This is an optimization exercise on Yosys and OpenROAD, whose aim is small area, a short achievable clock period and few clock cycles per item, not a production implementation. RTL that was checked went through simulation tests only; none was proved equivalent to the original. Only the layout flow was run in run 1; the RTL was not checked for function there.

<file path="design/flow/standard.sh">
#!/bin/bash
# synth_recipe.tcl (not shown) runs the flow's synth.tcl, then flattens the netlist and writes it again
# the make line also repeats each setting of config.mk as NAME=value (left out here)
make -C /OpenROAD-flow-scripts/flow DESIGN_CONFIG=/design/flow/config.mk WORK_HOME=/design/flow/orfs CLKGATE_MAP_FILE= SYNTH_SCRIPT=/design/flow/synth_recipe.tcl "${@:-finish}"
</file>
<file path="design/flow/constraint.sdc">
create_clock -name core_clock -period 22.0 [get_ports {clk}]
set_input_delay 4.4000 -clock core_clock [delete_from_list [all_inputs] [get_ports {clk}]]
set_output_delay 4.4000 -clock core_clock [all_outputs]
set_load 0.01 [all_outputs]
</file>
<file path="design/flow/design.v">
module lsc_mapper_front (
    input  wire [15:0] val,
    input  wire [1:0]  vm3,      
    input  wire [15:0] rmin,
    input  wire [15:0] rmax,
    input  wire        imm,
    input  wire        trunc,
    output wire [25:0] n,        
    output wire [15:0] dn        
);
    function [51:0] csa;
        input [25:0] a, b, c;
        csa = {((a & b) | (a & c) | (b & c)) << 1, a ^ b ^ c};
    endfunction
    reg  [7:0] m30;
    always @(*) begin
        case ({val[0], vm3})
            3'b000: m30 = 8'd0;   3'b001: m30 = 8'd60;  3'b010: m30 = 8'd120;
            3'b100: m30 = 8'd90;  3'b101: m30 = 8'd150; 3'b110: m30 = 8'd30;
            default: m30 = 8'd0;
        endcase
    end
    wire [25:0] vv = {10'd0, val};
    wire [25:0] rr = {10'd0, rmin};
    wire [25:0] o1 = (vv << 7) | 26'd5;                   
    wire [25:0] o2 = vv << 4;
    wire [25:0] o3 = vv << 2;
    wire [25:0] o4 = imm ? (vv << 5) : (vv << 1);
    wire [25:0] o5 = ~(rr << 7);
    wire [25:0] o6 = ~(rr << 5);
    wire [25:0] o7 = ~(rr << 4);
    wire [25:0] o8 = ~(rr << 2);
    wire [25:0] o9 = ~(trunc ? {18'd0, m30} : 26'd0);     
    wire [51:0] a1 = csa(o1, o2, o3);
    wire [51:0] a2 = csa(o4, o5, o6);
    wire [51:0] b1 = csa(a1[25:0], a1[51:26], a2[25:0]);
    wire [51:0] b2 = csa(a2[51:26], o7, o8);
    wire [51:0] c1 = csa(b1[25:0], b1[51:26], b2[25:0]);
    wire [51:0] d1 = csa(c1[25:0], c1[51:26], b2[51:26]);
    wire [51:0] e1 = csa(d1[25:0], d1[51:26], o9);
    assign n  = e1[25:0] + e1[51:26];
    assign dn = ~(rmax - rmin);
endmodule
module lsc_mapper_div2 (
    input  wire [17:0] win,
    input  wire [15:0] dn,
    output wire [1:0]  q,
    output wire [15:0] rem
);
    function [16:0] dstep;       
        input [16:0] top;
        input [15:0] dn;
        reg   [17:0] t;
        begin
            t = {1'b0, top} + {2'b11, dn} + 18'd1;       
            dstep = t[17] ? {1'b0, top[15:0]} : {1'b1, t[15:0]};
        end
    endfunction
    wire [16:0] a = dstep(win[17:1], dn);
    wire [16:0] b = dstep({a[15:0], win[0]}, dn);
    assign q   = {a[16], b[16]};
    assign rem = b[15:0];
endmodule
module lsc_mapper_div3 (
    input  wire [18:0] win,
    input  wire [15:0] dn,
    output wire [2:0]  q,
    output wire [15:0] rem
);
    wire [1:0]  qa;
    wire [15:0] ra;
    lsc_mapper_div2 u2 (.win(win[18:1]), .dn(dn), .q(qa), .rem(ra));
    wire [17:0] t = {1'b0, ra, win[0]} + {2'b11, dn} + 18'd1;   
    assign q   = {qa, ~t[17]};
    assign rem = t[17] ? {ra[14:0], win[0]} : t[15:0];
endmodule
module lsc_mapper_div2q (
    input  wire [17:0] win,
    input  wire [15:0] dn,
    output wire [1:0]  q
);
    wire [17:0] t = {1'b0, win[17:1]} + {2'b11, dn} + 18'd1;        
    wire [15:0] r = t[17] ? win[16:1] : t[15:0];
    wire [17:0] u = {1'b0, r, win[0]} + {2'b11, dn} + 18'd1;         
    assign q = {~t[17], ~u[17]};
endmodule
module lsc_mapper_lux (
    input  wire [18:0] x5,
    output wire [16:0] l,
    output wire [1:0]  r
);
    wire [18:0] lq = x5 / 19'd3;
    wire [18:0] lr = x5 % 19'd3;
    assign l = lq[16:0];
    assign r = lr[1:0];
endmodule
module lsc_mapper (
    input  wire        clk,
    input  wire        rst,
    input  wire        in_valid,
    output wire        in_ready,
    input  wire        in_imm,
    input  wire        in_mtrunc,
    input  wire [15:0] in_value,
    input  wire [15:0] in_rmin,
    input  wire [15:0] in_rmax,
    output wire        out_valid,
    input  wire        out_ready,
    output wire [7:0]  out_angle,
    output wire [31:0] out_lux
);
    reg        k_valid;              
    reg        rdy;                  
    wire       adv = ~k_valid;       
    assign in_ready = rdy;
    reg        v0;
    reg        imm0, trunc0;
    reg [15:0] val0, rmin0, rmax0;
    function [1:0] add3;         
        input [1:0] a, b;
        case ({a, b})
            4'b0000: add3 = 2'd0; 4'b0001: add3 = 2'd1; 4'b0010: add3 = 2'd2;
            4'b0100: add3 = 2'd1; 4'b0101: add3 = 2'd2; 4'b0110: add3 = 2'd0;
            4'b1000: add3 = 2'd2; 4'b1001: add3 = 2'd0; 4'b1010: add3 = 2'd1;
            default: add3 = 2'd0;
        endcase
    endfunction
    function [1:0] dig3;         
        input [1:0] d;
        dig3 = {d[1] & ~d[0], d[0] & ~d[1]};
    endfunction
    function [1:0] pair3;        
        input [3:0] x;
        pair3 = add3(dig3(x[1:0]), dig3(x[3:2]));
    endfunction
    wire [1:0] vm3 = add3(add3(pair3(val0[3:0]),  pair3(val0[7:4])),
                          add3(pair3(val0[11:8]), pair3(val0[15:12])));
    wire [25:0] n_s1;
    wire [15:0] d_s1;
    lsc_mapper_front u_front (
        .val(val0), .vm3(vm3), .rmin(rmin0), .rmax(rmax0), .imm(imm0), .trunc(trunc0),
        .n(n_s1), .dn(d_s1)
    );
    reg        v1, neg1;
    reg [23:0] n1;
    reg [15:0] d1, val1;         
    wire [2:0]  q765;
    wire [15:0] rem765;
    lsc_mapper_div3 u_div765 (.win(n1[23:5]), .dn(d1), .q(q765), .rem(rem765));
    wire [16:0] ov_t   = {1'b0, n1[23:8]} + {1'b1, d1} + 17'd1;
    wire        ovf_s2 = ~ov_t[16];                          
    reg        v2, neg2, ovf2;
    reg [20:0] r2;               
    reg [2:0]  q2;
    reg [15:0] d2, val2;
    wire [2:0]  q432;
    wire [15:0] rem432;
    lsc_mapper_div3 u_div432 (.win(r2[20:2]), .dn(d2), .q(q432), .rem(rem432));
    wire [5:0]  qh = {q2, q432};                             
    wire        sat_s3 = ovf2 | (qh >= 6'd45);               
    wire [18:0] x5_s3 = {3'd0, val2} + {1'b0, val2, 2'b00};
    reg        v3, neg3, sat3;
    reg [17:0] r3;
    reg [5:0]  q3;
    reg [15:0] d3;
    reg [18:0] x5_3;
    wire [1:0]  q10;
    lsc_mapper_div2q u_div10 (.win(r3), .dn(d3), .q(q10));
    wire [7:0]  ang_s4 = neg3 ? 8'd0 : sat3 ? 8'd180 : {q3, q10};
    wire [16:0] lq;
    wire [1:0]  lr;
    lsc_mapper_lux u_lux (.x5(x5_3), .l(lq), .r(lr));
    reg        o_valid;
    reg [7:0]  o_angle;
    reg [16:0] o_lux;
    reg [1:0]  o_r;
    reg [7:0]  k_angle;
    reg [16:0] k_lux;
    reg [1:0]  k_r;
    wire o_free = ~o_valid | out_ready;
    always @(posedge clk) begin
        if (rst) begin
            v0 <= 1'b0; v1 <= 1'b0; v2 <= 1'b0; v3 <= 1'b0;
            o_valid <= 1'b0;
            k_valid <= 1'b0;
            rdy     <= 1'b1;
        end else begin
            if (adv) begin
                v0 <= in_valid;
                v1 <= v0;
                v2 <= v1;
                v3 <= v2;
            end
            if (k_valid) begin
                if (out_ready) begin
                    o_valid <= 1'b1;
                    k_valid <= 1'b0;
                    rdy     <= 1'b1;
                end
            end else if (o_free) begin
                o_valid <= v3;
            end else if (v3) begin
                k_valid <= 1'b1;
                rdy     <= 1'b0;
            end
        end
        if (adv) begin
            imm0   <= in_imm;
            trunc0 <= ~in_imm & in_mtrunc;
            val0   <= in_value;
            rmin0  <= in_rmin;
            rmax0  <= in_rmax;
            n1   <= n_s1[23:0];
            neg1 <= n_s1[25];
            d1   <= d_s1;
            val1 <= val0;
            r2   <= {rem765, n1[4:0]};
            q2   <= q765;
            neg2 <= neg1;
            ovf2 <= ovf_s2;
            d2   <= d1;
            val2 <= val1;
            r3   <= {rem432, r2[1:0]};
            q3   <= qh;
            neg3 <= neg2;
            sat3 <= sat_s3;
            d3   <= d2;
            x5_3 <= x5_s3;
        end
        if (k_valid) begin
            if (out_ready) begin
                o_angle <= k_angle;
                o_lux   <= k_lux;
                o_r     <= k_r;
            end
        end else if (o_free) begin
            o_angle <= ang_s4;
            o_lux   <= lq;
            o_r     <= lr;
        end else begin
            k_angle <= ang_s4;
            k_lux   <= lq;
            k_r     <= lr;
        end
    end
    assign out_valid = o_valid;
    assign out_angle = o_angle;
    assign out_lux = {o_lux,
                      o_r[1], o_r[0], o_r[1], o_r[0], o_r[1], o_r[0], o_r[1], o_r[0],
                      o_r[1], o_r[0], o_r[1], o_r[0], o_r[1], o_r[0], o_r[1]};
endmodule
</file>
<file path="design/flow/flow/run.sh">
#!/bin/bash
# Layout: the standard flow (standard synthesis, same constraints), with ORFS's
# repair_timing asked for a larger setup margin so that it also works on paths that
# already meet the 22 ns clock, and plain buffers on the ports.  Each tool's output
# goes to a log file here.
set -euo pipefail
bash standard.sh SETUP_SLACK_MARGIN=16 "BUFFER_PORTS_ARGS=-buffer_cell sky130_fd_sc_hd__buf_2" finish > flow_make.log 2>&1
</file>
<file path="design/flow/config.mk">
export PLATFORM = sky130hd
export DESIGN_NAME = lsc_mapper
export DESIGN_NICKNAME = lsc_mapper
export VERILOG_FILES = /design/flow/design.v
export SDC_FILE = /design/flow/constraint.sdc
export NUM_CORES = 4
export LEC_CHECK = 0
export ABC_AREA = 1
export CAP_MARGIN = 20
export CORE_MARGIN = 2
export CORE_UTILIZATION = 55
export CTS_BUF_LIST = sky130_fd_sc_hd__clkbuf_16
export CTS_CLUSTER_DIAMETER = 80
export CTS_CLUSTER_SIZE = 20
export SLEW_MARGIN = 20
export SYNTH_HIERARCHICAL = 1
</file>
==> parameters.txt, run 1 <==
Parameter                              Value

Run status
  Status    complete, no violations

Global route
  Global-route wire length before repair    109.0 mm
  Number of antenna violations at the first check in global routing    0
  Total GRT Usage    26.79%
  Global route total overflow    0
  Vias in the first global route    roughly 22000
  Maximum number of pins on one net before global-route repair    roughly 130

Timing
  Slew Limit Fails    0
  Largest clock skew in the final design    0.04334 ns
  Final critical-path required period    ~5.7 ns
  RSZ-0062 raised after global routing    true
  Final Hold Fails    0
  Worst path setup slack after routing    around 16 ns
  Worst rel slew slack    between 30% and 40%
  Setup Total Neg Slack    0 ns
  Highest Clock Rate    0.1754 GHz
  Count of endpoints failing setup in the final report    0
  Post-route fraction of the period consumed by the critical path    about a quarter
  Worst-Margin Slew    0.9060 ns

CTS
  Maximum root-to-sink buffer count    3
  CTS buffer count    23
  CTS Sinks    287
  Deepest level of the CTS H-tree    1
  Clk Tree Root Cell    sky130_fd_sc_hd__clkbuf_16
  Clk latency of the worst-skew pair    about 0.58 ns
  CTS tree    yes
  Clk slew on worst S/H paths    around 0.08 ns

Placement
  Worst setup slack before clock tree synthesis    15.60 ns
  Count of port buffers added during placement    95
  Final weighted congestion in routability-driven placement    between 0.9 and 1
  Detailed placer's ending HPWL    ~53 mm

Setup path
  Nature of the critical path endpoint    flop
  Maximum fanout count along the critical path    4
  Critical path class    flop to flop
  Req. time, crit path    between 20 and 25 ns
  Buffer and inverter count on the worst path    5
  Largest delay contributor family on the critical path    simple AND/OR/NAND/NOR gates
  Critical Path Slowest Stage Cell    sky130_fd_sc_hd__edfxtp_1
  Most common cell on crit path    sky130_fd_sc_hd__nand2_2
  Arrival time at the worst endpoint    ~6.0 ns
  CP peak stage delay    0.45 ns
  Sort of element at the start of the critical path    flop

Floorplan
  Io pins    between 90 and 100
  Die X-Extent    approximately 220 um
  Starting Density    between 50% and 60%
  Core area    47850 um2
  Row count    80
  Die outline area    slightly above 50000 um2
  Die height    224.4 um

Layout
  Area overhead of the layout relative to synthesis    8.354%
  Fillcell total    about 4300
  Most frequent cells in the layout    1092 x sky130_fd_sc_hd__nand2_1, 603 x sky130_fd_sc_hd__inv_1, 280 x sky130_fd_sc_hd__edfxtp_1
  Final layout net count    between 3000 and 4000
  Most common cell after layout, fill and taps aside    sky130_fd_sc_hd__nand2_1
  Proportion of layout cells with a drive suffix above 1    11.89%

Logic synthesis
  Number of instances in the synthesized netlist    ~3500
  Nets in the synthesized netlist    about 3900
  Mapped cell area    roughly 27000 um2
  Post-synthesis average cell area    roughly 7.7 um2
  Number of synthesis warnings    9

Route
  Initial DRC count    ~1500
  Number of DRC violations after detailed routing    0
  Final Routed Wirelength    approximately 67 mm
  Routed vias/inst    ~5.3
  WL per Instance    around 16 um
  Number of nets with antenna violations after detailed routing    0
  First drt pass iteration count    6
  Total number of vias    around 22000

Hold path
  Class of the tightest hold or removal check    flop to flop

Flow run
  Count of max-cap constraint violations    0
registers in the layout, summed over array words and instances (netlist names), 8 cells and up:
signal   cells
x5_3        19
o_lux       17
d3          16
rmax0       16
r2          21
n1          24
val1        16
d1          16
d2          16
k_angle      8
rmin0       16
val0        16
k_lux       17
val2        16
o_angle      8
r3          18
stage by stage:
step	cells	util, %	hold WS, ns	instance area (um2)
floorplan	3464	-	0.4003	26710
global placement	4132	57.82	0.4018	27660
detailed placement	4132	57.82	0.4054	27660
CTS	4181	59.59	0.3898	28510
global route	4207	60.47	0.4072	28930
finish	4208	60.48	0.3986	28940
path summary, 6_finish.rpt:
| path | from | to | slack [ns] | depth (start not counted) |
|---|---|---|---|---|
| max reg2reg | x5_3[16] | o_lux[0] | 16.30 | 44 |
| max | x5_3[16] | o_lux[0] | 16.30 | 44 |
| min reg2reg | n1[3] | r2[3] | 0.40 | 0 |
| min | n1[3] | r2[3] | 0.40 | 0 |
timing repair:
item / in CTS / in global routing
resized for setup: 2 / 61
gates cloned: 1 / 0
buffers inserted: 6 / 26
endpoints found under the setup margin: 17 / 54
hold buffers: 0 / 0
pin swaps: 2 / 35
final cells by class:
class                      count  area [um2]  area share, %
tap                          615       769.5          2.659
clock buffer                  23       575.6          1.989
sequential                   287        8548          29.54
multi-input combinational   2490       15650          54.09
inverter                     639        2409          8.324
timing repair buffer         134       772.0          2.668
antenna                        1       2.502       0.008648
clock inverter                19       209.0         0.7221
per-layer routing:
layer	up-vias	global-route usage (%)	part of all wire, %
li1	11280	-	-
met1	10400	36.35	46
met2	509	45.81	47
met3	118	2.364	4.2
met4	0	7.947	2.9
met5	-	0	0
==> run 2, diff against run 1 <==
--- a/design/flow/design.v
+++ b/design/flow/design.v
@@ -22,18 +22,21 @@
     end
     wire [25:0] vv = {10'd0, val};
-    wire [25:0] rr = {10'd0, rmin};
-    wire [25:0] o1 = (vv << 7) | 26'd5;                   
+    wire [25:0] rn = {10'd0, ~rmin};
+    wire [7:0]  mn = ~(trunc ? m30 : 8'd0);              
+    localparam [25:0] K = 26'h34BFFB5;   
+    wire [25:0] o1 = vv << 7;
     wire [25:0] o2 = vv << 4;
     wire [25:0] o3 = vv << 2;
     wire [25:0] o4 = imm ? (vv << 5) : (vv << 1);
-    wire [25:0] o5 = ~(rr << 7);
-    wire [25:0] o6 = ~(rr << 5);
-    wire [25:0] o7 = ~(rr << 4);
-    wire [25:0] o8 = ~(rr << 2);
-    wire [25:0] o9 = ~(trunc ? {18'd0, m30} : 26'd0);     
+    wire [25:0] o5 = rn << 7;
+    wire [25:0] o6 = rn << 5;
+    wire [25:0] o7 = rn << 4;
+    wire [25:0] o8 = rn << 2;
+    wire [25:0] o9 = {18'd0, mn};
     wire [51:0] a1 = csa(o1, o2, o3);
     wire [51:0] a2 = csa(o4, o5, o6);
+    wire [51:0] a3 = csa(o7, o8, K);
     wire [51:0] b1 = csa(a1[25:0], a1[51:26], a2[25:0]);
-    wire [51:0] b2 = csa(a2[51:26], o7, o8);
+    wire [51:0] b2 = csa(a2[51:26], a3[25:0], a3[51:26]);
     wire [51:0] c1 = csa(b1[25:0], b1[51:26], b2[25:0]);
     wire [51:0] d1 = csa(c1[25:0], c1[51:26], b2[51:26]);
@@ -75,23 +78,16 @@
     assign rem = t[17] ? {ra[14:0], win[0]} : t[15:0];
 endmodule
-module lsc_mapper_div2q (
-    input  wire [17:0] win,
-    input  wire [15:0] dn,
-    output wire [1:0]  q
-);
-    wire [17:0] t = {1'b0, win[17:1]} + {2'b11, dn} + 18'd1;        
-    wire [15:0] r = t[17] ? win[16:1] : t[15:0];
-    wire [17:0] u = {1'b0, r, win[0]} + {2'b11, dn} + 18'd1;         
-    assign q = {~t[17], ~u[17]};
-endmodule
-module lsc_mapper_lux (
-    input  wire [18:0] x5,
-    output wire [16:0] l,
-    output wire [1:0]  r
-);
-    wire [18:0] lq = x5 / 19'd3;
-    wire [18:0] lr = x5 % 19'd3;
-    assign l = lq[16:0];
-    assign r = lr[1:0];
+module lsc_mapper_lux_hi (
+    input  wire [15:0] val,
+    output wire [7:0]  q,        
+    output wire [1:0]  r,        
+    output wire [8:0]  lo9       
+);
+    wire [18:0] x5 = {3'd0, val} + {1'b0, val, 2'b00};
+    wire [9:0]  qq = x5[18:9] / 10'd3;
+    wire [9:0]  rr = x5[18:9] % 10'd3;
+    assign q   = qq[7:0];
+    assign r   = rr[1:0];
+    assign lo9 = x5[8:0];
 endmodule
 module lsc_mapper (
@@ -158,17 +154,25 @@
     lsc_mapper_div3 u_div432 (.win(r2[20:2]), .dn(d2), .q(q432), .rem(rem432));
     wire [5:0]  qh = {q2, q432};                             
-    wire        sat_s3 = ovf2 | (qh >= 6'd45);               
-    wire [18:0] x5_s3 = {3'd0, val2} + {1'b0, val2, 2'b00};
-    reg        v3, neg3, sat3;
+    wire [7:0]  lqh_s3;
+    wire [1:0]  lrh_s3;
+    wire [8:0]  llo_s3;
+    lsc_mapper_lux_hi u_luxh (.val(val2), .q(lqh_s3), .r(lrh_s3), .lo9(llo_s3));
+    reg        v3, neg3, ovf3;
     reg [17:0] r3;
     reg [5:0]  q3;
     reg [15:0] d3;
-    reg [18:0] x5_3;
-    wire [1:0]  q10;
-    lsc_mapper_div2q u_div10 (.win(r3), .dn(d3), .q(q10));
-    wire [7:0]  ang_s4 = neg3 ? 8'd0 : sat3 ? 8'd180 : {q3, q10};
-    wire [16:0] lq;
-    wire [1:0]  lr;
-    lsc_mapper_lux u_lux (.x5(x5_3), .l(lq), .r(lr));
+    reg [7:0]  lqh3;             
+    reg [10:0] llo3;             
+    wire [17:0] t1  = {1'b0, r3[17:1]} + {2'b11, d3} + 18'd1;       
+    wire [15:0] rr1 = t1[17] ? r3[16:1] : t1[15:0];
+    wire [17:0] t0  = {1'b0, rr1, r3[0]} + {2'b11, d3} + 18'd1;     
+    wire [1:0]  q10 = {~t1[17], ~t0[17]};
+    wire        sat = ovf3 | (q3 >= 6'd45);                  
+    wire [7:0]  ang_s4 = neg3 ? 8'd0 : sat ? 8'd180 : {q3, q10};
+    wire [10:0] lqq = llo3 / 11'd3;
+    wire [10:0] lrr = llo3 % 11'd3;
+    wire [8:0]  lql = lqq[8:0];
+    wire [1:0]  lr  = lrr[1:0];
+    wire [16:0] lq = {lqh3[7:0], lql};
     reg        o_valid;
     reg [7:0]  o_angle;
@@ -224,7 +228,8 @@
             q3   <= qh;
             neg3 <= neg2;
-            sat3 <= sat_s3;
+            ovf3 <= ovf2;
             d3   <= d2;
-            x5_3 <= x5_s3;
+            lqh3 <= lqh_s3;
+            llo3 <= {lrh_s3, llo_s3};
         end
         if (k_valid) begin
--- a/design/flow/flow/run.sh
+++ b/design/flow/flow/run.sh
@@ -5,3 +5,3 @@
 # goes to a log file here.
 set -euo pipefail
-bash standard.sh SETUP_SLACK_MARGIN=16 "BUFFER_PORTS_ARGS=-buffer_cell sky130_fd_sc_hd__buf_2" finish > flow_make.log 2>&1
+bash standard.sh SETUP_SLACK_MARGIN=16.3 "BUFFER_PORTS_ARGS=-buffer_cell sky130_fd_sc_hd__buf_2" finish > flow_make.log 2>&1
==> parameters.txt, run 2 <==
Parameter                              Value

Floorplan
  Die outline area    approximately 49000 um2
  Die X-Extent    around 220 um
  Die height    between 200 and 250 um
  Row count    79
  Io pins    96
  Core area    between 40000 and 50000 um2
  Starting Density    between 50% and 60%

Layout
  Register with the most flip-flops    n1
  Number of diodes    0
  Proportion of layout cells with a drive suffix above 1    a little under an eighth
  Final layout net count    roughly 3800
  Most frequent cells in the layout    1005 x sky130_fd_sc_hd__nand2_1, 521 x sky130_fd_sc_hd__inv_1, 280 x sky130_fd_sc_hd__edfxtp_1
  End-of-flow core utilization    61.21%
  Area overhead of the layout relative to synthesis    9.356%
  Non-filler instance count after layout    roughly 4000
  Fillcell total    4120
  Number of flip-flops in the largest register    24
  Most common cell after layout, fill and taps aside    sky130_fd_sc_hd__nand2_1
  Regs by FF count    n1 (24), r2 (21), r3 (18)

Timing
  Worst-Margin Slew    about 1.1 ns
  Worst path setup slack after routing    16.38 ns
  RSZ-0062 raised after global routing    true
  Highest Clock Rate    roughly 0.18 GHz
  Largest clock skew in the final design    0.04284 ns
  Post-route fraction of the period consumed by the critical path    around 26%
  Setup Total Neg Slack    0 ns
  Final Hold Fails    0
  Count of endpoints failing setup in the final report    0
  Slew Limit Fails    0
  Final critical-path required period    5.619 ns
  Worst rel slew slack    about 29%

Global route
  Global route total overflow    0
  Maximum number of pins on one net before global-route repair    between 100 and 150
  Total GRT Usage    roughly a quarter
  Number of antenna violations at the first check in global routing    0
  Global-route wire length before repair    approximately 110 mm
  Vias in the first global route    around 21000

Setup path
  Sort of element at the start of the critical path    flop
  Critical path class    flop to output port
  Arrival time at the worst endpoint    1.22 ns
  Req. time, crit path    between 15 and 20 ns
  Nature of the critical path endpoint    output port
  Total stage count of the critical path    1
  CP peak stage delay    around 0.46 ns
  Buffer and inverter count on the worst path    1
  Largest delay contributor family on the critical path    flip-flops
  Ordered list of cells on the worst path    buf_2
  Maximum fanout count along the critical path    8
  Critical Path Slowest Stage Cell    sky130_fd_sc_hd__edfxtp_1
  Cells on worst reg2reg path    32

Hold path
  Class of the tightest hold or removal check    flop to flop
  Cell count of the worst hold path    0

CTS
  CTS tree    yes
  Clk Tree Root Cell    sky130_fd_sc_hd__clkbuf_16
  Number of buffers inserted for hold repair after clock tree synthesis    0
  CTS Sinks    between 200 and 300
  Clk latency of the worst-skew pair    between 0.5 and 0.6 ns
  Deepest level of the CTS H-tree    1
  CTS buffer count    22
  Clk slew on worst S/H paths    ~0.09 ns
  Maximum root-to-sink buffer count    3

Run status
  Status    complete, no violations

Route
  Number of nets with antenna violations after detailed routing    0
  First drt pass iteration count    8
  Number of DRC violations after detailed routing    0
  Final Routed Wirelength    65.84 mm
  Initial DRC count    ~1300
  WL per Instance    16.36 um
  Routed vias/inst    5.324
  Total number of vias    ~21000

Placement
  Worst setup slack before clock tree synthesis    about 15 ns
  Detailed placer's ending HPWL    about 52 mm
  Final weighted congestion in routability-driven placement    0.9276
  Number of cells after detailed placement    slightly below 4000
  Count of port buffers added during placement    between 90 and 100

Flow run
  Count of max-cap constraint violations    0

Logic synthesis
  Post-synthesis average cell area    just over 8 um2
  Number of synthesis warnings    9
  Number of instances in the synthesized netlist    roughly 3300
  Nets in the synthesized netlist    ~3700
  Mapped cell area    between 20000 and 30000 um2
-- run 2: worst paths after layout --
| kind | startpoint | endpoint | slack (ns) |
|---|---|---|---|
| worst max-delay path | o_r[1] | out_lux[4] | 16.38 |
| worst min-delay path | n1[4] | r2[4] | 0.41 |
| worst max register to register | n1[17] | r2[15] | 16.63 |
| worst min register to register | n1[4] | r2[4] | 0.41 |
-- run 2: layout make-up --
class | instances | area (um2) | area share [%]
clock buffers | 22 | 550.5 | 1.924
clock inverters | 15 | 177.7 | 0.6208
inverters | 545 | 2058 | 7.192
multi-input cells | 2369 | 15390 | 53.77
flip-flops and latches | 287 | 8548 | 29.87
well taps | 607 | 759.5 | 2.654
repair buffers | 179 | 1131 | 3.952
repair inverters | 1 | 5.005 | 0.01749
-- run 2: metrics by stage --
step	instance area (um2)	hold WS, ns
final	28620	0.4085
after global routing	28620	0.3953
after CTS	28020	0.3924
after detailed placement	27110	0.4045
after global placement	27110	0.4005
after floorplan	26180	0.4003
-- run 2: repair_timing --
item / in CTS / in global routing
cloned: 0 / 1
pin swaps: 4 / 7
gates resized for setup: 12 / 21
endpoints found under the setup margin: 34 / 35
buffers inserted: 17 / 62
-- run 2: routing by layer --
metal | global-route usage (%) | share of wire (%) | up-vias | wire length (um)
li1 | - | - | 10830 | -
met1 | 34.47 | 44 | 10030 | 29090
met2 | 47.66 | 49 | 480 | 32260
met3 | 2.306 | 4.1 | 98 | 2699
met4 | 7.127 | 2.7 | 0 | 1789
met5 | 0 | 0 | - | 0
Testbench counts of run 2, summed over its fixed seeds: cycles 2,088, items 2,048.
==> run 3, diff against run 2 <==
--- a/design/flow/flow/run.sh
+++ b/design/flow/flow/run.sh
@@ -5,3 +5,3 @@
 # goes to a log file here.
 set -euo pipefail
-bash standard.sh SETUP_SLACK_MARGIN=16.3 "BUFFER_PORTS_ARGS=-buffer_cell sky130_fd_sc_hd__buf_2" finish > flow_make.log 2>&1
+bash standard.sh SETUP_SLACK_MARGIN=16 "BUFFER_PORTS_ARGS=-buffer_cell sky130_fd_sc_hd__buf_2" finish > flow_make.log 2>&1
--- a/design/flow/config.mk
+++ b/design/flow/config.mk
@@ -9,5 +9,5 @@
 export CAP_MARGIN = 20
 export CORE_MARGIN = 2
-export CORE_UTILIZATION = 55
+export CORE_UTILIZATION = 62
 export CTS_BUF_LIST = sky130_fd_sc_hd__clkbuf_16
 export CTS_CLUSTER_DIAMETER = 80
==> parameters.txt, run 3 <==
Parameter                              Value

Layout
  Proportion of layout cells with a drive suffix above 1    9.955%
  Register with the most flip-flops    n1
  Fillcell total    3461
  Final layout net count    about 3800
  Area overhead of the layout relative to synthesis    6.793%
  Regs by FF count    n1 (24), r2 (21), r3 (18)
  End-of-flow core utilization    66.93%
  Most frequent cells in the layout    1006 x sky130_fd_sc_hd__nand2_1, 527 x sky130_fd_sc_hd__inv_1, 280 x sky130_fd_sc_hd__edfxtp_1
  Most common cell after layout, fill and taps aside    sky130_fd_sc_hd__nand2_1
  Number of flip-flops in the largest register    24

Setup path
  Critical Path Slowest Stage Cell    sky130_fd_sc_hd__edfxtp_1
  Maximum fanout count along the critical path    8
  Nature of the critical path endpoint    output port
  Buffer and inverter count on the worst path    1
  Sort of element at the start of the critical path    flop
  Flop2flop setup slack    about 16 ns
  CP startpoint    o_r[1]
  Startpoint of the worst-slack reg-to-reg timing path    n1[20]
  Ordered list of cells on the worst path    buf_2
  Total stage count of the critical path    1
  Cells on worst reg2reg path    26
  CP peak stage delay    between 0.4 and 0.5 ns
  Critical path class    flop to output port
  Arrival time at the worst endpoint    between 1 and 1.5 ns
  Largest delay contributor family on the critical path    flip-flops
  Req. time, crit path    roughly 18 ns
  Worst r2r dst    r2[5]

Timing
  Worst-Margin Slew    1.108 ns
  Count of endpoints failing setup in the final report    0
  Slew Limit Fails    0
  Final Hold Fails    0
  Setup Total Neg Slack    0 ns
  Final critical-path required period    5.574 ns
  Post-route fraction of the period consumed by the critical path    between 20% and 30%
  Largest clock skew in the final design    0.02349 ns
  Worst rel slew slack    26.16%
  Highest Clock Rate    approximately 0.18 GHz
  RSZ-0062 raised after global routing    true

Global route
  Maximum number of pins on one net before global-route repair    around 110
  Total GRT Usage    around 30%
  Vias in the first global route    between 20000 and 25000
  Global route total overflow    0
  Global-route wire length before repair    around 110 mm
  Number of antenna violations at the first check in global routing    1

Floorplan
  Io pins    96
  Die height    about 210 um
  Core area    between 40000 and 50000 um2
  Row count    75
  Die X-Extent    209.5 um
  Die outline area    between 40000 and 50000 um2
  Starting Density    a little over three fifths

Route
  WL per Instance    approximately 17 um
  Number of DRC violations after detailed routing    0
  Initial DRC count    between 1000 and 1500
  Routed vias/inst    5.510
  Total number of vias    between 20000 and 25000
  Number of nets with antenna violations after detailed routing    0
  Final Routed Wirelength    about 65 mm
  First drt pass iteration count    6

CTS
  Maximum root-to-sink buffer count    3
  Clk Tree Root Cell    sky130_fd_sc_hd__clkbuf_16
  Clk slew on worst S/H paths    0.09 ns
  Clk latency of the worst-skew pair    between 0.5 and 0.6 ns
  CTS buffer count    21
  Number of buffers inserted for hold repair after clock tree synthesis    0
  CTS tree    yes
  Deepest level of the CTS H-tree    1
  CTS Sinks    around 290

Hold path
  Class of the tightest hold or removal check    flop to flop
  Cell count of the worst hold path    0
  Worst hold endpoint    val2[1]
  Worst hold start    val1[1]

Placement
  Detailed placer's ending HPWL    53.20 mm
  Final weighted congestion in routability-driven placement    a little under 1
  Count of port buffers added during placement    between 90 and 100

Logic synthesis
  Nets in the synthesized netlist    about 3700
  Mapped cell area    around 26000 um2
  Number of synthesis warnings    9
  Post-synthesis average cell area    around 8.0 um2
  Number of instances in the synthesized netlist    roughly 3300

Run status
  Status    complete, no violations

Flow run
  Count of max-cap constraint violations    0
[run 3: timing repair]
| item | 4_1_cts | 5_1_grt |
|---|---|---|
| gates cloned | 0 | 0 |
| buffers inserted | 0 | 29 |
| pin swaps | 0 | 4 |
| endpoints found under the hold margin | 0 | 0 |
| resized for setup | 5 | 12 |
| endpoints found under the setup margin | 34 | 34 |
[run 3: through the flow]
stage / setup WS (ns) / instance area [um2] / std cells / hold WS (ns)
global placement: 15.72 / 27010 / 3839 / 0.4003
global route: 15.97 / 27950 / 3905 / 0.4098
CTS: 16.03 / 27670 / 3875 / 0.4077
finish: 16.43 / 27950 / 3905 / 0.4065
detailed placement: 15.58 / 27010 / 3839 / 0.4045
floorplan: 16.05 / 26180 / 3252 / 0.4003
[run 3: worst max-delay path by stage]
stage          slack, ns    endpoint
6_report           16.43  out_lux[0]
5_1_grt            15.97      r2[14]
4_1_cts            16.03       r2[5]
3_5_place_dp       15.58       r2[5]
3_3_place_gp       15.72      r2[14]
2_1_floorplan      16.05     o_valid
[run 3: per-layer routing]
| metal | GRT usage [%] | vias up | part of all wire (%) |
|---|---|---|---|
| li1 | - | 10720 | - |
| met1 | 38.38 | 10080 | 42 |
| met2 | 54.70 | 608 | 50 |
| met3 | 2.723 | 116 | 5.2 |
| met4 | 9.733 | 0 | 3.1 |
| met5 | 0 | - | 0 |
[run 3: final cells by class]
class	instances	area (um2)	share of cell area (%)
Antenna cell	1	2.502	0.008953
Clock inverter	15	125.1	0.4477
Timing Repair Buffer	128	723.2	2.588
Inverter	545	2054	7.351
Sequential cell	287	8549	30.59
Clock buffer	21	525.5	1.880
Multi-Input combinational cell	2369	15290	54.72
Tap cell	539	674.4	2.413
==> run 4, diff against run 3 <==
--- a/design/flow/config.mk
+++ b/design/flow/config.mk
@@ -9,5 +9,5 @@
 export CAP_MARGIN = 20
 export CORE_MARGIN = 2
-export CORE_UTILIZATION = 62
+export CORE_UTILIZATION = 45
 export CTS_BUF_LIST = sky130_fd_sc_hd__clkbuf_16
 export CTS_CLUSTER_DIAMETER = 80
==> parameters.txt, run 4 <==
Parameter                              Value

Global route
  Global-route wire length before repair    around 110 mm
  Number of antenna violations at the first check in global routing    0
  Maximum number of pins on one net before global-route repair    120
  Met1 track demand over resource    between 30% and 40%
  Met2 Usage GRT    approximately two fifths
  Global route total overflow    0
  Busiest grt layer    met2
  Vias in the first global route    20770
  Met3 capacity usage during global routing    under 10%
  Total GRT Usage    23.40%

Layout
  Final layout net count    about 3800
  Most frequent cells in the layout    1006 x sky130_fd_sc_hd__nand2_1, 521 x sky130_fd_sc_hd__inv_1, 280 x sky130_fd_sc_hd__edfxtp_1
  Regs by FF count    n1 (24), r2 (21), r3 (18)
  Fillcell total    5712
  Proportion of layout cells with a drive suffix above 1    a little over a tenth
  Number of diodes    0
  Number of flip-flops in the largest register    24
  Area overhead of the layout relative to synthesis    9.361%
  Most common cell after layout, fill and taps aside    sky130_fd_sc_hd__nand2_1
  Register with the most flip-flops    n1

Setup path
  Flop2flop setup slack    around 16 ns
  Critical path class    flop to output port
  Worst r2r dst    r3[11]
  Startpoint of the worst-slack reg-to-reg timing path    d2[5]
  Largest delay contributor family on the critical path    flip-flops
  Total stage count of the critical path    1
  Maximum fanout count along the critical path    8
  Nature of the critical path endpoint    output port
  Arrival time at the worst endpoint    ~1.2 ns
  Sort of element at the start of the critical path    flop
  Ordered list of cells on the worst path    buf_2
  Buffer and inverter count on the worst path    1
  Req. time, crit path    approximately 18 ns
  Cells on worst reg2reg path    29
  Critical Path Slowest Stage Cell    sky130_fd_sc_hd__edfxtp_1
  CP peak stage delay    approximately 0.46 ns

Timing
  RSZ-0062 raised after global routing    false
  Final critical-path required period    5.595 ns
  Setup Total Neg Slack    0 ns
  Largest clock skew in the final design    0.01639 ns
  Worst path setup slack after routing    ~16 ns
  Slew Limit Fails    0
  Final Hold Fails    0
  Worst-Margin Slew    around 0.98 ns
  Min Hold Slack    around 0.42 ns
  Post-route fraction of the period consumed by the critical path    between 20% and 30%
  Highest Clock Rate    0.1787 GHz
  Worst rel slew slack    34.88%
  Count of endpoints failing setup in the final report    0

Placement
  Final weighted congestion in routability-driven placement    0.9626
  Count of port buffers added during placement    95
  Detailed placer's ending HPWL    ~57 mm
  Worst setup slack before clock tree synthesis    15.43 ns

Route
  Final Routed Wirelength    between 60 and 70 mm
  Number of DRC violations after detailed routing    0
  First drt pass iteration count    5
  Total number of vias    roughly 21000
  Initial DRC count    between 1000 and 1500
  Number of nets with antenna violations after detailed routing    0
  Routed vias/inst    approximately 5.1
  WL per Instance    between 15 and 20 um

Floorplan
  Die outline area    roughly 60000 um2
  Core area    57590 um2
  Io pins    96
  Die X-Extent    roughly 250 um
  Starting Density    45.45%
  Row count    slightly below 90
  Die height    ~250 um

Logic synthesis
  Number of synthesis warnings    9
  Post-synthesis average cell area    around 8.0 um2
  Mapped cell area    26170 um2
  Number of instances in the synthesized netlist    3252
  Nets in the synthesized netlist    between 3000 and 4000

Hold path
  Worst hold endpoint    val2[8]
  Class of the tightest hold or removal check    flop to flop
  Cell count of the worst hold path    0
  Worst hold start    val1[8]

Flow run
  Count of max-cap constraint violations    0

Run status
  Status    complete, no violations

CTS
  Clk slew on worst S/H paths    0.08 ns
  Clk latency of the worst-skew pair    between 0.5 and 0.6 ns
  CTS tree    yes
  CTS Sinks    between 200 and 300
  Deepest level of the CTS H-tree    1
  Maximum root-to-sink buffer count    3
  CTS buffer count    24
  Clk Tree Root Cell    sky130_fd_sc_hd__clkbuf_16
  Number of buffers inserted for hold repair after clock tree synthesis    0
-- run 4: cell type report --
| class | instances | area (um2) | area share [%] |
|---|---|---|---|
| repair buffers | 151 | 920.9 | 3.217 |
| clock inverters | 18 | 210.2 | 0.7344 |
| well taps | 765 | 957.2 | 3.344 |
| multi-input cells | 2370 | 15320 | 53.53 |
| repair inverters | 1 | 5.005 | 0.01749 |
| clock buffers | 24 | 600.6 | 2.098 |
| inverters | 545 | 2058 | 7.191 |
| flip-flops and latches | 287 | 8548 | 29.87 |
-- run 4: worst max path at each step --
| stage | from | end | slack, ns |
|---|---|---|---|
| detailed placement | d1[14] | r2[14] | 15.43 |
| CTS | d1[3] | r2[14] | 16.02 |
| finish | o_r[1] | out_lux[4] | 16.40 |
| global placement | d1[14] | r2[15] | 15.46 |
| global route | d2[13] | r3[10] | 15.99 |
| floorplan | out_ready | o_valid | 16.05 |
-- run 4: routing by layer --
layer,wire (um),up-vias
met2,32250,438
met4,1439,0
li1,-,10790
met1,33530,10020
met3,2694,77
met5,0,-
-- run 4: what timing repair did --
action                     CTS  global route
buffers inserted             1            49
pin swaps                    1             7
setup endpoints to repair   34            36
gates cloned                 0             2
resized for setup            6            15
-- run 4: through the flow --
stage          cells  area [um2]  util, %
6_report        4161       28620    49.70
3_3_place_gp    4067       27310    47.42
2_1_floorplan   3252       26180        -
3_5_place_dp    4067       27310    47.42
4_1_cts         4110       28150    48.89
5_1_grt         4161       28620    49.70
==> run 5, diff against run 4 <==
--- a/design/flow/config.mk
+++ b/design/flow/config.mk
@@ -9,5 +9,5 @@
 export CAP_MARGIN = 20
 export CORE_MARGIN = 2
-export CORE_UTILIZATION = 45
+export CORE_UTILIZATION = 60
 export CTS_BUF_LIST = sky130_fd_sc_hd__clkbuf_16
 export CTS_CLUSTER_DIAMETER = 80
==> parameters.txt, run 5 <==
Parameter                              Value

Route
  Met1 layer wirelength in the final routing    around 29 mm
  Initial DRC count    1702
  Final Routed Wirelength    66.22 mm
  Met2 WL    between 30 and 40 mm
  WL per Instance    16.73 um
  Routed vias/inst    between 5 and 6
  Top sig layer    met4
  Number of nets with antenna violations after detailed routing    0
  First drt pass iteration count    6
  Length of routed met3 wiring    roughly 3.5 mm
  Total number of vias    21480
  Number of DRC violations after detailed routing    0

Setup path
  Sort of element at the start of the critical path    flop
  Largest delay contributor family on the critical path    simple AND/OR/NAND/NOR gates
  Buffer and inverter count on the worst path    1
  Startpoint of the worst-slack reg-to-reg timing path    d1[14]
  Critical Path Slowest Stage Cell    sky130_fd_sc_hd__edfxtp_1
  Most common cell on crit path    sky130_fd_sc_hd__nand2_1
  Nature of the critical path endpoint    flop
  Req. time, crit path    between 20 and 25 ns
  Flop2flop setup slack    ~16 ns
  CP peak stage delay    between 0.5 and 0.6 ns
  Maximum fanout count along the critical path    19
  Worst r2r dst    r2[16]
  Critical path class    flop to flop
  Cells on worst reg2reg path    30
  Arrival time at the worst endpoint    roughly 6.0 ns

Hold path
  Cell count of the worst hold path    0
  Class of the tightest hold or removal check    flop to flop
  Worst hold start    n1[4]
  Worst hold endpoint    r2[4]

Floorplan
  Row count    76
  Die height    212.9 um
  Starting Density    around 61%
  Die X-Extent    about 210 um
  Core area    approximately 43000 um2
  Io pins    between 90 and 100
  Die outline area    around 45000 um2

CTS
  Maximum root-to-sink buffer count    3
  CTS Sinks    287
  Clk latency of the worst-skew pair    about 0.55 ns
  Deepest level of the CTS H-tree    1
  CTS buffer count    22
  Clk slew on worst S/H paths    about 0.090 ns
  CTS tree    yes
  Clk Tree Root Cell    sky130_fd_sc_hd__clkbuf_16

Logic synthesis
  Post-synthesis average cell area    between 8 and 9 um2
  Nets in the synthesized netlist    between 3000 and 4000
  Number of synthesis warnings    9
  Mapped cell area    26170 um2
  Number of instances in the synthesized netlist    ~3300

Placement
  Final weighted congestion in routability-driven placement    0.9827
  Worst setup slack before clock tree synthesis    about 15 ns
  Placed cell areas    roughly 27000 um2
  Detailed placer's ending HPWL    about 53 mm
  Count of port buffers added during placement    95

Layout
  Register with the most flip-flops    n1
  Most common cell after layout, fill and taps aside    sky130_fd_sc_hd__nand2_1
  Number of flip-flops in the largest register    24
  Proportion of layout cells with a drive suffix above 1    about a tenth
  Final instance area    28110 um2
  Multi-input logic area    15300 um2
  Fillcell total    about 3700
  Final layout net count    3788
  Footprint of the flip-flops and latches    between 8000 and 9000 um2
  Regs by FF count    n1 (24), r2 (21), r3 (18)
  Area overhead of the layout relative to synthesis    7.396%
  Most frequent cells in the layout    1006 x sky130_fd_sc_hd__nand2_1, 527 x sky130_fd_sc_hd__inv_1, 280 x sky130_fd_sc_hd__edfxtp_1

Timing
  Final critical-path required period    approximately 5.7 ns
  Min Hold Slack    about 0.41 ns
  Highest Clock Rate    between 0.15 and 0.2 GHz
  Final Hold Fails    0
  RSZ-0062 raised after global routing    true
  Post-route fraction of the period consumed by the critical path    between 20% and 30%
  Setup Total Neg Slack    0 ns
  Count of endpoints failing setup in the final report    0
  Worst path setup slack after routing    ~16 ns
  Largest clock skew in the final design    about 0.021 ns
  Worst-Margin Slew    about 1.1 ns
  Worst rel slew slack    27.61%
  Slew Limit Fails    0

Global route
  Global-route wire length before repair    roughly 110 mm
  Number of antenna violations at the first check in global routing    3
  Maximum number of pins on one net before global-route repair    around 120
  Total GRT Usage    slightly below 30%
  Global route total overflow    0
  Vias in the first global route    between 20000 and 25000

Run status
  Status    complete, no violations

Flow run
  Count of max-cap constraint violations    0
## run 5: cell types whose count changed in the layout (fill, tap and decap cells not counted), moves of 2 or more
| cell | previous run | this run |
|---|---|---|
| sky130_fd_sc_hd__ha_1 | 272 | 274 |
| sky130_fd_sc_hd__inv_6 | 4 | 0 |
| sky130_fd_sc_hd__inv_1 | 521 | 527 |
| sky130_fd_sc_hd__nor2_1 | 174 | 176 |
| sky130_fd_sc_hd__buf_4 | 54 | 34 |
| sky130_fd_sc_hd__nand2_4 | 12 | 14 |
| sky130_fd_sc_hd__ha_2 | 2 | 0 |
| sky130_fd_sc_hd__diode_2 | 0 | 3 |
| sky130_fd_sc_hd__nor2_2 | 20 | 18 |
## run 5: worst register-to-register path, delay by kind of cell, from the launching register on
family / cells / cell delay, ns
adders and majority gates: 3 / 1.11
AOI/OAI and AO/OA: 2 / 0.38
buffers and inverters: 1 / 0.08
and+or+nand+nor: 24 / 3.33
DFF: 1 / 0.52
## run 5: timing repair
action / CTS / global route
resized for setup: 5 / 11
hold endpoints to repair: 0 / 0
hold buffers: 0 / 0
pin swaps: 0 / 4
setup endpoints to repair: 34 / 34
setup buffers: 1 / 29
gates cloned: 0 / 0
## run 5: worst max path at each step
stage / start / cells after the start / endpoint / slack [ns]
3_5_place_dp: d1[12] / 30 / r2[16] / 15.50
5_1_grt: d1[14] / 30 / r2[16] / 15.96
3_3_place_gp: d1[12] / 27 / r2[16] / 15.62
2_1_floorplan: out_ready / 4 / o_valid / 16.05
4_1_cts: d2[3] / 31 / r3[9] / 16.00
6_report: d1[14] / 30 / r2[16] / 16.34
## run 5: layer usage
layer	vias to the layer above	GRT usage, %
met5	-	0
met1	10070	38.49
li1	10720	-
met3	108	3.368
met4	0	9.404
met2	587	51.50
## run 5: final cells by class
| cell class | instances | share of cell area, % |
|---|---|---|
| Antenna cell | 3 | 0.02671 |
| Clock buffer | 23 | 2.048 |
| Clock inverter | 17 | 0.5030 |
| Inverter | 545 | 7.309 |
| Multi-Input combinational cell | 2369 | 54.42 |
| Sequential cell | 287 | 30.41 |
| Tap cell | 585 | 2.604 |
| Timing Repair Buffer | 130 | 2.671 |
## run 5: through the flow
step	utilization (%)	cells
finish	65.25	3959
global route	65.24	3958
CTS	64.58	3927
detailed placement	62.85	3886
global placement	62.85	3886
floorplan	-	3252
==> run 6, diff against run 5 <==
--- a/design/flow/config.mk
+++ b/design/flow/config.mk
@@ -9,5 +9,5 @@
 export CAP_MARGIN = 20
 export CORE_MARGIN = 2
-export CORE_UTILIZATION = 60
+export CORE_UTILIZATION = 55
 export CTS_BUF_LIST = sky130_fd_sc_hd__clkbuf_16
 export CTS_CLUSTER_DIAMETER = 80
==> parameters.txt, run 6 <==
Parameter                              Value

Route
  WL per Instance    around 16 um
  Number of DRC violations after detailed routing    0
  First drt pass iteration count    5
  Routed vias/inst    ~5.3
  Initial DRC count    roughly 1300
  Final Routed Wirelength    about 64 mm
  Total number of vias    about 21000
  Number of nets with antenna violations after detailed routing    0

Setup path
  Largest delay contributor family on the critical path    simple AND/OR/NAND/NOR gates
  Req. time, crit path    22.31 ns
  Sort of element at the start of the critical path    flop
  Critical path class    flop to flop
  Cells on worst reg2reg path    26
  Buffer and inverter count on the worst path    2
  Arrival time at the worst endpoint    between 5 and 6 ns
  Maximum fanout count along the critical path    17
  Total stage count of the critical path    26
  CP peak stage delay    approximately 0.53 ns
  Critical Path Slowest Stage Cell    sky130_fd_sc_hd__a21oi_2
  Nature of the critical path endpoint    flop
  Most common cell on crit path    sky130_fd_sc_hd__nand2_1

Global route
  Global route total overflow    0
  Total GRT Usage    a little over a quarter
  Global-route wire length before repair    about 100 mm
  Maximum number of pins on one net before global-route repair    104
  Number of antenna violations at the first check in global routing    2
  Vias in the first global route    slightly above 20000

CTS
  Maximum root-to-sink buffer count    3
  Clk slew on worst S/H paths    roughly 0.090 ns
  Clk latency of the worst-skew pair    roughly 0.57 ns
  Deepest level of the CTS H-tree    1
  CTS tree    yes
  Number of buffers inserted for hold repair after clock tree synthesis    0
  CTS buffer count    22
  CTS Sinks    287
  Clk Tree Root Cell    sky130_fd_sc_hd__clkbuf_16

Placement
  Number of cells after detailed placement    3908
  Count of port buffers added during placement    between 90 and 100
  Worst setup slack before clock tree synthesis    between 15 and 20 ns
  Final weighted congestion in routability-driven placement    between 0.9 and 1
  Detailed placer's ending HPWL    about 52 mm

Layout
  Area overhead of the layout relative to synthesis    7.018%
  Non-filler instance count after layout    a little under 4000
  Final layout net count    between 3000 and 4000
  Most common cell after layout, fill and taps aside    sky130_fd_sc_hd__nand2_1
  Number of diodes    0
  Regs by FF count    n1 (24), r2 (21), r3 (18)
  Proportion of layout cells with a drive suffix above 1    9.571%
  Number of flip-flops in the largest register    24
  Register with the most flip-flops    n1
  Most frequent cells in the layout    1006 x sky130_fd_sc_hd__nand2_1, 526 x sky130_fd_sc_hd__inv_1, 280 x sky130_fd_sc_hd__edfxtp_1

Timing
  Largest clock skew in the final design    0.03680 ns
  Post-route fraction of the period consumed by the critical path    between 20% and 30%
  Highest Clock Rate    between 0.15 and 0.2 GHz
  Worst path setup slack after routing    roughly 16 ns
  Setup Total Neg Slack    0 ns
  Final critical-path required period    ~5.6 ns
  Worst rel slew slack    27.63%
  RSZ-0062 raised after global routing    false
  Final Hold Fails    0
  Worst-Margin Slew    1.086 ns
  Count of endpoints failing setup in the final report    0
  Slew Limit Fails    0

Floorplan
  Die outline area    ~49000 um2
  Die X-Extent    around 220 um
  Row count    slightly below 80
  Io pins    96
  Starting Density    around 56%
  Core area    ~47000 um2
  Die height    about 220 um

Logic synthesis
  Mapped cell area    26170 um2
  Nets in the synthesized netlist    approximately 3700
  Number of instances in the synthesized netlist    around 3300
  Number of synthesis warnings    9
  Post-synthesis average cell area    slightly above 8 um2

Hold path
  Cell count of the worst hold path    0
  Class of the tightest hold or removal check    flop to flop

Flow run
  Count of max-cap constraint violations    0

Run status
  Status    complete, no violations
[run 6: final cells by class]
cell class	instances	area (um2)
clock buffer	24	600.6
tap	607	759.5
fill	4198	18750
clock inverter	16	137.6
multi-input combinational	2370	15290
inverter	545	2054
timing repair buffer	112	615.6
sequential	287	8548
[run 6: timing repair]
item	4_1_cts	5_1_grt
pin swaps	0	4
setup buffers	0	12
endpoints found under the setup margin	34	34
gates resized for setup	4	10
cloned	0	1
[run 6: path summary, 6_finish.rpt]
| path | startpoint | endpoint | slack [ns] |
|---|---|---|---|
| min | val1[6] | val2[6] | 0.42 |
| max | d1[12] | r2[17] | 16.39 |
| min reg2reg | val1[6] | val2[6] | 0.42 |
| max reg2reg | d1[12] | r2[17] | 16.39 |
[run 6: per-layer routing]
metal	part of all wire [%]	vias up	track usage, %
met5	0	-	0
met4	3.7	0	8.282
met3	4.0	117	2.226
met2	47	474	45.05
met1	45	9802	34.71
li1	-	10690	-
[run 6: through the flow]
step / cell area (um2) / util (%) / hold slack (ns)
2_1_floorplan: 26180 / - / 0.4003
3_3_place_gp: 27100 / 57.97 / 0.4008
3_5_place_dp: 27100 / 57.97 / 0.4045
4_1_cts: 27850 / 59.57 / 0.4212
5_1_grt: 28010 / 59.91 / 0.4240
6_report: 28010 / 59.91 / 0.4198
==> run 7, diff against run 6 <==
--- a/design/flow/flow/run.sh
+++ b/design/flow/flow/run.sh
@@ -5,3 +5,3 @@
 # goes to a log file here.
 set -euo pipefail
-bash standard.sh SETUP_SLACK_MARGIN=16 "BUFFER_PORTS_ARGS=-buffer_cell sky130_fd_sc_hd__buf_2" finish > flow_make.log 2>&1
+bash standard.sh SETUP_SLACK_MARGIN=16 "BUFFER_PORTS_ARGS=-buffer_cell sky130_fd_sc_hd__buf_1" finish > flow_make.log 2>&1
==> parameters.txt, run 7 <==
Parameter                              Value

Timing
  Post-route fraction of the period consumed by the critical path    25.54%
  RSZ-0062 raised after global routing    true
  Worst rel slew slack    29.57%
  Slew Limit Fails    0
  Highest Clock Rate    0.1780 GHz
  Final Hold Fails    0
  Final critical-path required period    around 5.6 ns
  Setup Total Neg Slack    0 ns
  Count of endpoints failing setup in the final report    0
  Worst-Margin Slew    between 1 and 1.5 ns
  Min Hold Slack    0.3862 ns
  Worst path setup slack after routing    roughly 16 ns
  Largest clock skew in the final design    between 0.04 and 0.05 ns

Placement
  Detailed placer's ending HPWL    approximately 54 mm
  Final weighted congestion in routability-driven placement    roughly 0.93
  Count of port buffers added during placement    95
  Placed cell areas    between 20000 and 30000 um2
  Worst setup slack before clock tree synthesis    between 15 and 20 ns

Floorplan
  Row count    79
  Starting Density    around 56%
  Die outline area    around 49000 um2
  Core area    46750 um2
  Die X-Extent    approximately 220 um
  Io pins    96
  Die height    roughly 220 um

Layout
  Final instance area    between 20000 and 30000 um2
  Most frequent cells in the layout    1006 x sky130_fd_sc_hd__nand2_1, 525 x sky130_fd_sc_hd__inv_1, 280 x sky130_fd_sc_hd__edfxtp_1
  Footprint of the flip-flops and latches    roughly 8500 um2
  Regs by FF count    n1 (24), r2 (21), r3 (18)
  Register with the most flip-flops    n1
  Proportion of layout cells with a drive suffix above 1    7.187%
  Most common cell after layout, fill and taps aside    sky130_fd_sc_hd__nand2_1
  Fillcell total    about 4200
  Number of flip-flops in the largest register    24
  Final layout net count    approximately 3800
  Multi-input logic area    between 15000 and 20000 um2
  Area overhead of the layout relative to synthesis    7.014%

CTS
  CTS buffer count    22
  Clk latency of the worst-skew pair    0.56 ns
  Deepest level of the CTS H-tree    1
  CTS tree    yes
  Clk Tree Root Cell    sky130_fd_sc_hd__clkbuf_16
  CTS Sinks    between 200 and 300
  Number of buffers inserted for hold repair after clock tree synthesis    0
  Maximum root-to-sink buffer count    3
  Clk slew on worst S/H paths    about 0.09 ns

Logic synthesis
  Mapped cell area    ~26000 um2
  Number of synthesis warnings    9
  Post-synthesis average cell area    a little over 8 um2
  Number of instances in the synthesized netlist    between 3000 and 4000
  Nets in the synthesized netlist    around 3700

Route
  Number of DRC violations after detailed routing    0
  Total number of vias    between 20000 and 25000
  Final Routed Wirelength    65.13 mm
  Initial DRC count    between 1000 and 1500
  Routed vias/inst    5.316
  WL per Instance    16.38 um
  Number of nets with antenna violations after detailed routing    0
  First drt pass iteration count    5

Setup path
  Req. time, crit path    around 18 ns
  Nature of the critical path endpoint    output port
  Sort of element at the start of the critical path    flop
  Largest delay contributor family on the critical path    flip-flops
  Maximum fanout count along the critical path    8
  Arrival time at the worst endpoint    ~1.2 ns
  Ordered list of cells on the worst path    buf_1
  Critical Path Slowest Stage Cell    sky130_fd_sc_hd__edfxtp_1
  CP peak stage delay    0.48 ns
  Critical path class    flop to output port
  Buffer and inverter count on the worst path    1

Global route
  Maximum number of pins on one net before global-route repair    113
  Global route total overflow    0
  Met1 track demand over resource    about a third
  Met3 capacity usage during global routing    ~2.1%
  Met2 Usage GRT    46.47%
  Global-route wire length before repair    approximately 110 mm
  Busiest grt layer    met2
  Number of antenna violations at the first check in global routing    2
  Vias in the first global route    21060
  Total GRT Usage    between 20% and 30%

Hold path
  Class of the tightest hold or removal check    flop to flop

Flow run
  Count of max-cap constraint violations    0

Run status
  Status    complete, no violations
-- run 7: final timing paths --
check,slack [ns],depth (start not counted),from,endpoint
min reg2reg,0.39,0,n1[4],r2[4]
max reg2reg,16.43,28,d2[2],r3[2]
min,0.39,0,n1[4],r2[4]
max,16.38,1,o_r[1],out_lux[14]
-- run 7: metrics by stage --
step           instances  utilization (%)
2_1_floorplan       3252                -
5_1_grt             3976            59.90
6_report            3976            59.90
3_5_place_dp        3908            57.71
4_1_cts             3949            59.37
3_3_place_gp        3908            57.71
-- run 7: what timing repair did --
item / in CTS / in global routing
endpoints found under the setup margin: 34 / 34
buffers inserted: 1 / 24
cloned: 0 / 1
resized for setup: 5 / 12
pin swaps: 0 / 4
-- run 7: area by class of cell --
type	count	area share, %
clock inverters	17	0.6165
clock buffers	23	2.055
repair buffers	125	2.077
diodes	2	0.01787
flip-flops and latches	287	30.52
inverters	545	7.336
multi-input cells	2370	54.66
well taps	607	2.712
-- run 7: metal layers --
metal / vias to the layer above / share of wire [%]
li1: 10730 / -
met1: 9830 / 44
met2: 460 / 49
met3: 118 / 4.0
met4: 0 / 3.4
met5: - / 0
==> run 8, diff against run 7 <==
--- a/design/flow/flow/run.sh
+++ b/design/flow/flow/run.sh
@@ -5,3 +5,3 @@
 # goes to a log file here.
 set -euo pipefail
-bash standard.sh SETUP_SLACK_MARGIN=16 "BUFFER_PORTS_ARGS=-buffer_cell sky130_fd_sc_hd__buf_1" finish > flow_make.log 2>&1
+bash standard.sh SETUP_SLACK_MARGIN=16.5 "BUFFER_PORTS_ARGS=-buffer_cell sky130_fd_sc_hd__buf_2" finish > flow_make.log 2>&1
==> parameters.txt, run 8 <==
Parameter                              Value

Layout
  Most common cell after layout, fill and taps aside    sky130_fd_sc_hd__nand2_1
  Final layout net count    about 3900
  Most frequent cells in the layout    1001 x sky130_fd_sc_hd__nand2_1, 521 x sky130_fd_sc_hd__inv_1, 280 x sky130_fd_sc_hd__edfxtp_1
  End-of-flow core utilization    61.84%
  Non-filler instance count after layout    roughly 4000
  Number of flip-flops in the largest register    24
  Area overhead of the layout relative to synthesis    10.48%
  Proportion of layout cells with a drive suffix above 1    between 10% and 20%
  Register with the most flip-flops    n1
  Fillcell total    just over 4000
  Final instance area    28910 um2
  Number of diodes    0
  Regs by FF count    n1 (24), r2 (21), r3 (18)

Setup path
  Critical path class    flop to output port
  Sort of element at the start of the critical path    flop
  Arrival time at the worst endpoint    roughly 1.2 ns
  Req. time, crit path    about 18 ns
  CP peak stage delay    around 0.46 ns
  Largest delay contributor family on the critical path    flip-flops
  Flop2flop setup slack    approximately 17 ns
  Buffer and inverter count on the worst path    1
  Maximum fanout count along the critical path    8
  Ordered list of cells on the worst path    buf_2
  Critical Path Slowest Stage Cell    sky130_fd_sc_hd__edfxtp_1
  Nature of the critical path endpoint    output port

CTS
  Clk slew on worst S/H paths    ~0.09 ns
  CTS tree    yes
  Maximum root-to-sink buffer count    3
  Number of buffers inserted for hold repair after clock tree synthesis    0
  Deepest level of the CTS H-tree    1
  CTS buffer count    22
  Clk Tree Root Cell    sky130_fd_sc_hd__clkbuf_16
  Clk latency of the worst-skew pair    approximately 0.58 ns
  CTS Sinks    between 200 and 300

Logic synthesis
  Nets in the synthesized netlist    between 3000 and 4000
  Mapped cell area    ~26000 um2
  Post-synthesis average cell area    ~8 um2
  Number of instances in the synthesized netlist    around 3300
  Number of synthesis warnings    9

Global route
  Vias in the first global route    ~21000
  Global-route wire length before repair    106.5 mm
  Global route total overflow    0
  Maximum number of pins on one net before global-route repair    123
  Total GRT Usage    a little over a quarter
  Number of antenna violations at the first check in global routing    0

Route
  Met1 layer wirelength in the final routing    28.91 mm
  First drt pass iteration count    5
  Routed vias/inst    between 5 and 6
  Met2 WL    between 30 and 40 mm
  Number of nets with antenna violations after detailed routing    0
  Initial DRC count    ~1300
  Total number of vias    between 20000 and 25000
  Final Routed Wirelength    66.15 mm
  Length of routed met3 wiring    around 3.0 mm
  Number of DRC violations after detailed routing    0
  Top sig layer    met4
  WL per Instance    between 15 and 20 um

Timing
  Min Hold Slack    slightly above 0.4 ns
  Count of endpoints failing setup in the final report    0
  RSZ-0062 raised after global routing    true
  Highest Clock Rate    0.1780 GHz
  Final critical-path required period    between 5 and 6 ns
  Setup Total Neg Slack    0 ns
  Worst path setup slack after routing    ~16 ns
  Largest clock skew in the final design    0.04162 ns
  Worst rel slew slack    29.10%
  Post-route fraction of the period consumed by the critical path    roughly a quarter
  Worst-Margin Slew    ~1.1 ns
  Final Hold Fails    0
  Slew Limit Fails    0

Floorplan
  Row count    around 80
  Starting Density    a little under three fifths
  Die X-Extent    222.1 um
  Io pins    96
  Die outline area    49350 um2
  Core area    about 47000 um2
  Die height    ~220 um

Placement
  Detailed placer's ending HPWL    ~52 mm
  Count of port buffers added during placement    95
  Placed cell areas    about 27000 um2
  Final weighted congestion in routability-driven placement    roughly 0.9
  Worst setup slack before clock tree synthesis    15.16 ns
  Number of cells after detailed placement    approximately 4000

Hold path
  Class of the tightest hold or removal check    flop to flop

Run status
  Status    complete, no violations

Flow run
  Count of max-cap constraint violations    0
-- run 8: what timing repair did --
| item | 4_1_cts | 5_1_grt |
|---|---|---|
| buffers inserted | 23 | 64 |
| gates cloned | 0 | 6 |
| pin swaps | 5 | 9 |
| setup endpoints to repair | 72 | 75 |
| gates resized for setup | 15 | 49 |
-- run 8: final timing paths --
check,end,cells after the start,from
worst max-delay path,out_lux[4],1,o_r[1]
worst min-delay path,r2[4],0,n1[4]
worst max register to register,r2[15],30,n1[21]
worst min register to register,r2[4],0,n1[4]
-- run 8: metal layers --
layer,up-vias,global-route usage [%]
met2,526,47.61
met5,-,0
li1,10860,-
met3,107,2.399
met1,10060,34.43
met4,0,7.389
-- run 8: final cells by class --
cell class	count	area, um2	area share, %
clock buffer	22	550.5	1.904
clock inverter	15	177.7	0.6145
inverter	545	2058	7.118
multi-input combinational	2373	15610	54.00
sequential	287	8549	29.57
tap	607	759.5	2.627
timing repair buffer	187	1191	4.120
timing repair inverter	2	15.01	0.05193
-- run 8: worst register-to-register path: cells and delay by family, from the launching register on --
kind	cells	cell delay [ns]
AOI/OAI and AO/OA	2	0.36
adders and majority gates	3	1.04
buffers and inverters	2	0.13
DFF	1	0.54
and+or+nand+nor	23	2.88

what the ideal ports hide:
No port has a modelled driver above. Below, the same layouts with a new extraction and two added sets of constraints. Step 1 assumes that a clkbuf_16 drives the clock port and a buf_2 every other input. Step 2 adds t to the input delays and takes it off the output delays; t is the mean of the earliest and latest rising clock arrival at the registers after step 1. Input paths then give back, and output paths get back, about the clock's delay inside the block. a / b / c = no drivers / after step 1 / after step 2; a / b = the first two.
run	t, ns	setup WS [ns]	worst setup path after step 2	worst register clock-pin slew, ns	pins driven straight from the clock port
run 1	0.617	16.299 / 16.299 / 16.299	register to register	0.09 / 0.09	1
run 2	0.615	16.381 / 16.325 / 16.101	input to register	0.09 / 0.09	1
run 3	0.596	16.426 / 16.367 / 16.382	input to register	0.09 / 0.09	1
run 4	0.627	16.405 / 16.342 / 16.368	input to register	0.08 / 0.08	1
run 5	0.597	16.337 / 16.337 / 16.337	register to register	0.09 / 0.09	1
run 6	0.607	16.391 / 16.359 / 16.378	input to register	0.09 / 0.09	1
run 7	0.596	16.382 / 16.329 / 16.360	input to register	0.09 / 0.09	1
run 8	0.615	16.381 / 16.325 / 16.098	input to register	0.09 / 0.09	1
After both steps setup and hold are still met in every run listed. For run 8, which loses most, drivers alone change the setup slack by -0.056 ns; drivers and shift together by -0.283 ns.
